Background: an optimization exercise with open tools, aiming at small area, a short achievable clock period and few clock cycles per item. Do not read the settings as production practice. The RTL was checked by simulation tests, not by an equivalence proof against the original design. Power figures rest on the tool's default switching activity, not on a simulated workload.

// pite_xform
module pite_xform (
    input  wire        clk,
    input  wire        rst_n,         
    input  wire [2:0]  cfg_op,        
    input  wire        cfg_perch,
    input  wire        cfg_chen,
    input  wire [1:0]  cfg_chsel,
    input  wire [31:0] cfg_opnd0,
    input  wire [31:0] cfg_opnd1,
    input  wire [31:0] cfg_opnd2,
    input  wire [7:0]  cfg_outmin,
    input  wire [7:0]  cfg_outmax,
    input  wire [7:0]  cfg_rmin,
    input  wire [7:0]  cfg_rmax,
    input  wire        in_valid,
    output wire        in_ready,
    input  wire [7:0]  in_data,
    input  wire [2:0]  in_tag,
    output wire        out_valid,
    input  wire        out_ready,
    output wire [7:0]  out_data
);
clock: 12.5 ns
lec_check: 0
abc_area: 1
cap_margin: 20
core_margin: 2
core_utilization: 40
slew_margin: 20
standard.sh (not shown) runs the stock make flow with config.mk's settings and CLKGATE_MAP_FILE= SYNTH_SCRIPT=/design/flow/synth_recipe.tcl, a recipe that flattens the netlist after the stock synthesis.
==> flow/flow/run.sh <==
#!/bin/bash
# Layout flow: the standard flow (standard.sh, ORFS make targets) with
# two changes to how the layout is made:
#  - timing repair aims at a setup slack of SETUP_MARGIN ns rather than 0,
#    so the resizer also speeds up paths that already meet the clock;
#  - the port buffers that every input and output gets are buf_1 cells.
# The clock period and constraints are the standard flow's. ORFS keeps each step's full
# tool output in orfs/logs/; make's own output goes to standard.log here.
set -e
SETUP_MARGIN=7.5
bash standard.sh SETUP_SLACK_MARGIN=$SETUP_MARGIN \
    "BUFFER_PORTS_ARGS=-buffer_cell sky130_fd_sc_hd__buf_1" finish > standard.log 2>&1
Testbench counts at the start, summed over its fixed seeds: cycles 15,596, items 14,056.
Then changed:
--- a/flow/design.v
+++ b/flow/design.v
@@ -89,13 +89,13 @@
     reg         f_i;      
     always @(*) begin
         a_i = {v, 18'd0};
         m_i = 8'd0;
         d_i = 1'b0;
         f_i = 1'b0;
-        if (sel) begin
+        if (sel & (op_smul | op_sdiv)) begin
             if (op_smul) begin
                 a_i = v[7] ? {sm_t[16:0], 9'd0} : 26'h002_0000;
                 m_i = {v[6:0], 1'b0};
                 f_i = (n_hi24 & (|v)) | (v[7] & (|sm_t[25:17]));
             end else if (n_zero) begin
                 f_i = 1'b1;
Sequential share of layout area fell by 0.22 points.
Via count rose by 1.2%.
Hold slack improved by 0.011 ns.
Cell count rose by 0.63%.
Count of clock-buffer cells in the layout fell by 7.
Setup slack improved by 0.046 ns.
Sequential power is about the same.
Die area rose by 1.3%.
Routed wire length stays flat.
Design area rose by 0.69%.
Power rose by 5.6%.
Maximum frequency rose by 0.98%.
Core utilization fell by 0.40 points.
Testbench counts after the change, summed over its fixed seeds: cycles 15,596, items 14,056.

========
pite_xform, a different RTL version from the one above (not shown whole).
Size in the first run: ~380 flip-flops, roughly 160 I/O pins, about 27,000 um2 of cells after synthesis.
==> flow/config.mk <==
export PLATFORM = sky130hd
export DESIGN_NAME = pite_xform
export DESIGN_NICKNAME = pite_xform
export VERILOG_FILES = /design/flow/design.v
export SDC_FILE = /design/flow/constraint.sdc
export NUM_CORES = 4
export LEC_CHECK = 0
export ABC_AREA = 1
export CAP_MARGIN = 20
export CORE_MARGIN = 2
export CORE_UTILIZATION = 40
export SLEW_MARGIN = 20
==> flow/constraint.sdc <==
create_clock -name core_clock -period 12.5 [get_ports {clk}]
set_input_delay 2.5000 -clock core_clock [delete_from_list [all_inputs] [get_ports {clk}]]
set_output_delay 2.5000 -clock core_clock [all_outputs]
set_load 0.01 [all_outputs]
==> flow/flow/run.sh <==
#!/bin/bash
# Layout flow: the standard flow (standard.sh, ORFS make targets) with
# two changes to how the layout is made:
#  - timing repair aims at a setup slack of SETUP_MARGIN ns rather than 0,
#    so the resizer also speeds up paths that already meet the clock;
#  - the port buffers that every input and output gets are buf_1 cells.
# The clock period and constraints are the standard flow's. ORFS keeps each step's full
# tool output in orfs/logs/; make's own output goes to standard.log here.
set -e
SETUP_MARGIN=8
bash standard.sh SETUP_SLACK_MARGIN=$SETUP_MARGIN \
    "BUFFER_PORTS_ARGS=-buffer_cell sky130_fd_sc_hd__buf_1" finish > standard.log 2>&1
Testbench counts at the start, summed over its fixed seeds: cycles 15,500, items 14,056.
==> next run, changes <==
--- a/flow/design.v
+++ b/flow/design.v
@@ -73,48 +73,44 @@
     reg  [7:0]  sh_res;
     always @(*) begin
         if (op_bp)
             sh_res = v[tag] ? 8'd255 : 8'd0;
         else if (!sel)
             sh_res = v;
         else if (sub)
             sh_res = (n_hi8 | !as9[8]) ? 8'd0 : as9[7:0];
         else
             sh_res = (n_hi8 | as9[8]) ? 8'd255 : as9[7:0];
     end
-    wire        i_sel   = !cfg_chen || (ik == cfg_chsel);
-    wire        i_hi24  = |in_n[31:24];
-    wire        i_hi25  = |in_n[31:25];
-    wire        i_zero  = ~|in_n;
-    wire [8:0]  sd_hi = {1'b0, in_n[24:17]} + {1'b0, in_data};
-    wire [25:0] sm_t  = {1'b0, in_n[24:0]} + 26'd256;    
+    wire [8:0]  sd_hi = {1'b0, n[24:17]} + {1'b0, v};
+    wire [25:0] sm_t  = {1'b0, n} + 26'd256;           
     reg  [25:0] a_i;      
     reg  [7:0]  m_i;      
     reg         d_i;      
     reg         f_i;      
     always @(*) begin
-        a_i = {in_data, 18'd0};
+        a_i = {v, 18'd0};
         m_i = 8'd0;
         d_i = 1'b0;
         f_i = 1'b0;
-        if (i_sel) begin
+        if (sel) begin
             if (op_smul) begin
-                a_i = in_data[7] ? {sm_t[16:0], 9'd0} : 26'h002_0000;
-                m_i = {in_data[6:0], 1'b0};
-                f_i = (i_hi24 & (|in_data)) | (in_data[7] & (|sm_t[25:17]));
-            end else if (i_zero) begin
+                a_i = v[7] ? {sm_t[16:0], 9'd0} : 26'h002_0000;
+                m_i = {v[6:0], 1'b0};
+                f_i = (n_hi24 & (|v)) | (v[7] & (|sm_t[25:17]));
+            end else if (n_zero) begin
                 f_i = 1'b1;
-            end else if (i_hi25) begin
+            end else if (n_hi25) begin
                 a_i = 26'd0;
             end else begin
-                a_i = {sd_hi, in_n[16:0]};
+                a_i = {sd_hi, n[16:0]};
                 d_i = 1'b1;
             end
         end
     end
     wire [8:0]  dout9 = {1'b0, cfg_outmax} - {1'b0, cfg_outmin};
     wire [8:0]  den9  = {1'b0, cfg_rmax} - {1'b0, cfg_rmin};
     reg  [7:0]  adout_r, den_r, denm_r, outmin_r;
     reg         sgn_r, degen_r;
     always @(posedge clk) begin
         outmin_r <= cfg_outmin;
         adout_r  <= dout9[8] ? -dout9[7:0] : dout9[7:0];
@@ -157,29 +153,29 @@
     reg         s_r [0:9];
     reg         val_r [0:9];
     always @(posedge clk) begin
         if (cstr) begin
             a_r[9] <= degen_r ? {outmin_r, 18'd0} : {cs_n, 9'd0};
             b_r[9] <= ~{8'd0, den_r, 9'd0};
             m_r[9] <= 8'd0;
             d_r[9] <= !degen_r;
             f_r[9] <= 1'b0;
         end else begin
             a_r[9] <= a_i;
-            b_r[9] <= op_sdiv ? ~in_n[24:0] : in_n[24:0];
+            b_r[9] <= op_sdiv ? ~n[24:0] : n[24:0];
             m_r[9] <= m_i;
             d_r[9] <= d_i;
             f_r[9] <= f_i;
         end
         s_r[9]   <= cs_s;
-        val_r[9] <= rst_n & (cstr ? val0 : (acc & !short));
+        val_r[9] <= rst_n & val0 & !short;
     end
     genvar j, t;
     generate
         for (j = 8; j >= 0; j = j - 1) begin : step
             localparam integer W = 25 - j;         
             wire [24:0] b_s = b_r[j+1];
             wire [7:0]  m_s = m_r[j+1];
             wire        d_s = d_r[j+1];
             wire [25:0] a_s = {a_r[j+1][25:j+1], ~b_s[j:0] & {(j+1){d_s}}};
             wire        f_s = f_r[j+1];
             wire        hz;
Outcome:
- The new run completed without violations
- routed wire length went down by 8.0%
- via count goes down by 6.2%
- final area goes down by 6.2%
- fmax goes up by 3.1%
- final cell count fell by 5.1%
- count of clock-buffer cells in the layout rises by 4
- global-route usage went down by 0.89 points
- power drops by 2.0%
- sequential power goes up by about 4%
- register-to-register slack improved by 0.14 ns
- clock power hardly moves
- worst hold slack is about the same
- first-iteration DRC count goes down by 12%
Testbench counts after the change, summed over its fixed seeds: cycles 15,596, items 14,056.

-- static timing again, ports no longer ideal --
The flow's constraints put no driver on any port. The routed layouts listed below were extracted and timed again, unchanged, in two steps. Step 1 sets driving cells, clkbuf_16 on the clock port and buf_2 on the other inputs (assumed; they add their load-dependent delay and slew). Step 2 moves the port delays by t, midway between the first and last clock arrival at a register: inputs arrive t later, outputs are due t later. That takes back most of the time a late clock gives input paths. Slacks: ideal ports / drivers / drivers and shift; pairs: ideal ports / drivers.
run | t, ns | slack for setup (ns) | hold slack, ns | worst register clock-pin slew, ns
the first run of note 1 | 0.657 | 7.740 / 7.740 / 7.431 | 0.311 / 0.311 / 0.311 | 0.06 / 0.06
the second run of note 1 | 0.635 | 7.786 / 7.786 / 7.587 | 0.322 / 0.322 / 0.322 | 0.07 / 0.07
the first run of note 2 | 0.645 | 7.894 / 7.894 / 7.472 | 0.312 / 0.312 / 0.312 | 0.06 / 0.06
the second run of note 2 | 0.661 | 8.033 / 8.033 / 7.531 | 0.314 / 0.314 / 0.314 | 0.06 / 0.06
After both steps setup and hold are still met in every run listed. The setup slack of the second run of note 2, which loses most, moves by 0.000 ns with the drivers and by -0.502 ns with both steps.
